What follows belongs to an exercise in optimizing a design on an open flow for small area, a short achievable clock period and few clock cycles per item; a production flow would make more cautious choices.
RTL that was checked went through simulation tests only; none was proved equivalent to the original.
Power figures rest on the tool's default switching activity, not on a simulated workload.

// llmp16_alu
module llmp16_alu (
    input  wire        clk,
    input  wire        rst,           
    input  wire        in_valid,
    output wire        in_ready,
    input  wire [15:0] in_instr,      
    input  wire [15:0] in_a,          
    input  wire [15:0] in_b,          
    output reg         out_valid,
    output reg  [15:0] out_result,
    output reg  [3:0]  out_dest,
    output reg         out_reg_we,
    output wire [3:0]  out_flags,     
    output reg         out_flags_we
);
    localparam [3:0] OP_NOP = 4'd0,  OP_ADD = 4'd1,  OP_SUB = 4'd2,  OP_CMP = 4'd3,
                     OP_AND = 4'd4,  OP_TST = 4'd5,  OP_OR  = 4'd6,  OP_XOR = 4'd7,
                     OP_SHL = 4'd8,  OP_SHR = 4'd9,  OP_SAR = 4'd10, OP_MUL = 4'd11,
                     OP_DIV = 4'd12, OP_MOD = 4'd13;
    genvar gi;
    wire [3:0] cls = in_instr[15:12];
    wire [3:0] t   = in_instr[11:8];
    wire [3:0] fx  = in_instr[7:4];
    wire [3:0] fy  = in_instr[3:0];
    wire       c23 = (cls[3:1] == 3'b001);
    wire       c4  = (cls == 4'b0100);
    wire [9:0] tt;
    generate for (gi = 0; gi < 10; gi = gi + 1) begin : g_t
        assign tt[gi] = (t == gi);
    end endgenerate
    wire i_add = (c23 || c4) && tt[0];                        
    wire i_sub = c23 && tt[1] || c4 && (tt[1] || tt[3]);      
    wire i_cmp = c23 && tt[8];
    wire i_and = c23 && tt[5];
    wire i_tst = c23 && tt[9];
    wire i_or  = c23 && tt[6];
    wire i_xor = c23 && tt[7] || c4 && tt[2];                 
    wire i_shl = c4 && (tt[4] || tt[7]);
    wire i_shr = c4 && (tt[5] || tt[8]);
    wire i_sar = c4 && (tt[6] || tt[9]);
    wire i_mul = c23 && tt[2];
  ...
Size: ~1700 cells after synthesis, ~79 I/O pins.
clock: 10.0 ns
lec_check: 0
cap_margin: 20
core_margin: 2
core_utilization: 45
slew_margin: 20
standard.sh (not shown) runs the stock make flow with config.mk's settings and CLKGATE_MAP_FILE= SYNTH_SCRIPT=/design/flow/synth_recipe.tcl, a recipe that flattens the netlist after the stock synthesis.
==> flow/flow/run.sh <==
#!/bin/bash
set -euo pipefail
bash standard.sh SETUP_SLACK_MARGIN=5.7 finish > standard_flow.log 2>&1
Edit:
--- a/flow/design.v
+++ b/flow/design.v
@@ -350,19 +350,25 @@
         assign in_a_rev[gi] = in_a[15 - gi];
     end endgenerate
     wire [15:0] d_a = i_neg ? 16'd0 : i_shl ? in_a_rev : in_a;
     wire [15:0] d_b = i_one ? 16'd1 : i_not ? 16'hFFFF : i_neg ? in_a :
                       i_imm ? {12'd0, fy} : in_b;
     wire        d_big = !i_imm && (|in_b[15:5]);
     wire [3:0]  d_msb_a, d_msb_b;
     llmp16_msb u_msb_a (.v(in_a), .p(d_msb_a));
     llmp16_msb u_msb_b (.v(in_b), .p(d_msb_b));
-    wire        d_multi = in_valid && (i_mul || i_div || i_mod);
+    wire [15:0] in_b_pre;    
+    assign in_b_pre[15] = in_b[15];
+    generate for (gi = 0; gi < 15; gi = gi + 1) begin : g_bpre
+        assign in_b_pre[gi] = in_b_pre[gi + 1] | in_b[gi];
+    end endgenerate
+    wire        d_div_one = ((in_a & ~in_b_pre) == 16'd0) || !in_b_pre[0];
+    wire        d_multi = in_valid && (i_mul || ((i_div || i_mod) && !d_div_one));
     reg        ready_r;       
     reg        v_r;           
     reg [3:0]  op_r;
     reg [3:0]  dest_r;
     reg        sub_r;         
     reg        big_r;         
     reg [3:0]  msb_a, msb_b;  
     reg [15:0] a_r, b_r;      
     reg        mul_p2;        
@@ -393,21 +399,22 @@
     wire [16:0] sum  = {1'b0, ad_x} + {1'b0, ad_y} + {16'd0, sub_r};
     wire        cout = sum[16];
     wire        add_c = sub_r ? !cout : cout;
     wire        add_v = (a_r[15] == bx[15]) && (sum[15] != a_r[15]);
     wire        mul_c = h_r || (x_r ^ (^xl_r) ^ f1_c[15] ^ cout);
     wire        div_first = e_dm && !div_run;
     wire        b_zero = (b_r == 16'd0);
     wire        fits   = cout;                  
     wire [3:0]  k = msb_a - msb_b;              
-    wire        div_done_first = b_zero || !fits;
+    wire        k_zero = (k == 4'd0);           
+    wire        div_done_first = b_zero || !fits || k_zero;
     wire        div_fin = div_run ? (cnt == 4'd0) : div_done_first;
-    wire [15:0] quo = div_run ? {out_result[14:0], fits} : 16'd0;
+    wire [15:0] quo = div_run ? {out_result[14:0], fits} : {15'd0, fits && k_zero};
     wire [15:0] rem = fits ? sum[15:0] : a_r;
     wire        sh_left = e_shl || div_first;
     wire [15:0] sh_x;
     wire [15:0] sh_r;
     generate for (gi = 0; gi < 16; gi = gi + 1) begin : g_rev
         assign sh_x[gi] = div_first ? b_r[15 - gi] : a_r[gi];
     end endgenerate
     wire        sh_f   = e_sar && a_r[15];
     wire [4:0]  sh_n   = div_first ? {1'b0, k} : b_r[4:0];
@@ -495,13 +502,13 @@
             div_run   <= 1'b0;
         end else begin
             out_valid <= fin;
             v_r       <= ready_r ? in_valid : !fin;
             mul_p2    <= v_r && mul_p1;
             div_run   <= v_r && e_dm && !div_fin;
             ready_r   <= ready_r ? !d_multi :
                          mul_p1  ? 1'b1 :
                          div_run ? (cnt == 4'd1) :
-                         (div_done_first || k == 4'd0);
+                         div_done_first;
         end
     end
 endmodule
Effect: Flip-flop and latch count stays the same. Final cell count came out higher by about 1.1%. Setup slack got worse by 0.039 ns. Clock power came out lower by about 11%. Sequential power stays flat. Die area is higher by about 2%. Routed wire length went up by about 8%. Power came out lower by 1.6%. Design area came out higher by about 1.7%. Fmax fell by 0.90%. Non-clock buffer count went down by 11. Worst hold slack is about the same. Count of clock-buffer cells in the layout is unchanged. Synthesized cell count rose by 1.7%.
Testbench counts after the change, summed over its fixed seeds: cycles 16,318, ops 12,000.
No functional check of the RTL was part of the first run of this note.

---

Starting RTL as in the previous note.
==> flow/config.mk <==
export PLATFORM = sky130hd
export DESIGN_NAME = llmp16_alu
export DESIGN_NICKNAME = llmp16_alu
export VERILOG_FILES = /design/flow/design.v
export SDC_FILE = /design/flow/constraint.sdc
export NUM_CORES = 4
export LEC_CHECK = 0
export CAP_MARGIN = 20
export CORE_MARGIN = 2
export CORE_UTILIZATION = 45
export SLEW_MARGIN = 20
==> flow/constraint.sdc <==
create_clock -name core_clock -period 10.0 [get_ports {clk}]
set_input_delay 2.0000 -clock core_clock [delete_from_list [all_inputs] [get_ports {clk}]]
set_output_delay 2.0000 -clock core_clock [all_outputs]
set_load 0.01 [all_outputs]
==> flow/flow/run.sh <==
#!/bin/bash
set -euo pipefail
bash standard.sh SETUP_SLACK_MARGIN=6.3 finish > standard_flow.log 2>&1
The starting point went through all stages and came out clean.
Rerun with:
--- a/flow/design.v
+++ b/flow/design.v
@@ -352,15 +352,21 @@
     wire [15:0] d_a = i_neg ? 16'd0 : i_shl ? in_a_rev : in_a;
     wire [15:0] d_b = i_one ? 16'd1 : i_not ? 16'hFFFF : i_neg ? in_a :
                       i_imm ? {12'd0, fy} : in_b;
     wire        d_big = !i_imm && (|in_b[15:5]);
     wire [3:0]  d_msb_a, d_msb_b;
     llmp16_msb u_msb_a (.v(in_a), .p(d_msb_a));
     llmp16_msb u_msb_b (.v(in_b), .p(d_msb_b));
-    wire        d_multi = in_valid && (i_mul || i_div || i_mod);
+    wire [15:0] in_b_pre;    
+    assign in_b_pre[15] = in_b[15];
+    generate for (gi = 0; gi < 15; gi = gi + 1) begin : g_bpre
+        assign in_b_pre[gi] = in_b_pre[gi + 1] | in_b[gi];
+    end endgenerate
+    wire        d_div_one = ((in_a & ~in_b_pre) == 16'd0) || !in_b_pre[0];
+    wire        d_multi = in_valid && (i_mul || ((i_div || i_mod) && !d_div_one));
     reg        ready_r;       
     reg        v_r;           
     reg [3:0]  op_r;
     reg [3:0]  dest_r;
     reg        sub_r;         
     reg        big_r;         
     reg [3:0]  msb_a, msb_b;  
@@ -395,17 +401,18 @@
     wire        add_c = sub_r ? !cout : cout;
     wire        add_v = (a_r[15] == bx[15]) && (sum[15] != a_r[15]);
     wire        mul_c = h_r || (x_r ^ (^xl_r) ^ f1_c[15] ^ cout);
     wire        div_first = e_dm && !div_run;
     wire        b_zero = (b_r == 16'd0);
     wire        fits   = cout;                  
     wire [3:0]  k = msb_a - msb_b;              
-    wire        div_done_first = b_zero || !fits;
+    wire        k_zero = (k == 4'd0);           
+    wire        div_done_first = b_zero || !fits || k_zero;
     wire        div_fin = div_run ? (cnt == 4'd0) : div_done_first;
-    wire [15:0] quo = div_run ? {out_result[14:0], fits} : 16'd0;
+    wire [15:0] quo = div_run ? {out_result[14:0], fits} : {15'd0, fits && k_zero};
     wire [15:0] rem = fits ? sum[15:0] : a_r;
     wire        sh_left = e_shl || div_first;
     wire [15:0] sh_x;
     wire [15:0] sh_r;
     generate for (gi = 0; gi < 16; gi = gi + 1) begin : g_rev
         assign sh_x[gi] = div_first ? b_r[15 - gi] : a_r[gi];
     end endgenerate
@@ -497,11 +504,11 @@
             out_valid <= fin;
             v_r       <= ready_r ? in_valid : !fin;
             mul_p2    <= v_r && mul_p1;
             div_run   <= v_r && e_dm && !div_fin;
             ready_r   <= ready_r ? !d_multi :
                          mul_p1  ? 1'b1 :
                          div_run ? (cnt == 4'd1) :
-                         (div_done_first || k == 4'd0);
+                         div_done_first;
         end
     end
 endmodule
Setup slack is worse by 0.18 ns; clock-buffer cell count stays the same; routed wire length climbs by 6.8%; power climbs by about 4.4%; fmax drops by about 4.5%; die area climbs by 2.0%; clock skew drops by 0.0041 ns; sequential share of layout area drops by 0.48 points; core utilization climbs by 0.60 points.
Testbench counts after the change, summed over its fixed seeds: cycles 16,318, ops 12,000.
The RTL of the first run of this note was laid out without a check of its function.

-- re-timing with driven ports --
The flow's constraints put no driver on any port. The routed layouts listed below were extracted and timed again, unchanged, in two steps. Step 1, drivers: a clkbuf_16 drives clk and a buf_2 each remaining input, both assumed. Step 2 also shifts input and output timing later by t, the mid clock arrival at the registers, as if the neighbouring blocks saw the same clock. a / b / c = ideal / step 1 / step 2; a / b = the first two.
run	t (ns)	setup WS [ns]	worst setup path at the end
the first run of note 1	0.421	5.778 / 5.807 / 5.389	input to register
the second run of note 1	0.417	5.740 / 5.740 / 5.437	input to register
the first run of note 2	0.428	6.293 / 6.293 / 5.909	input to register
the second run of note 2	0.430	6.118 / 6.118 / 5.926	input to register
After both steps setup and hold are still met in every run listed. For the first run of note 1, which loses most, drivers alone change the setup slack by +0.029 ns; drivers and shift together by -0.389 ns.
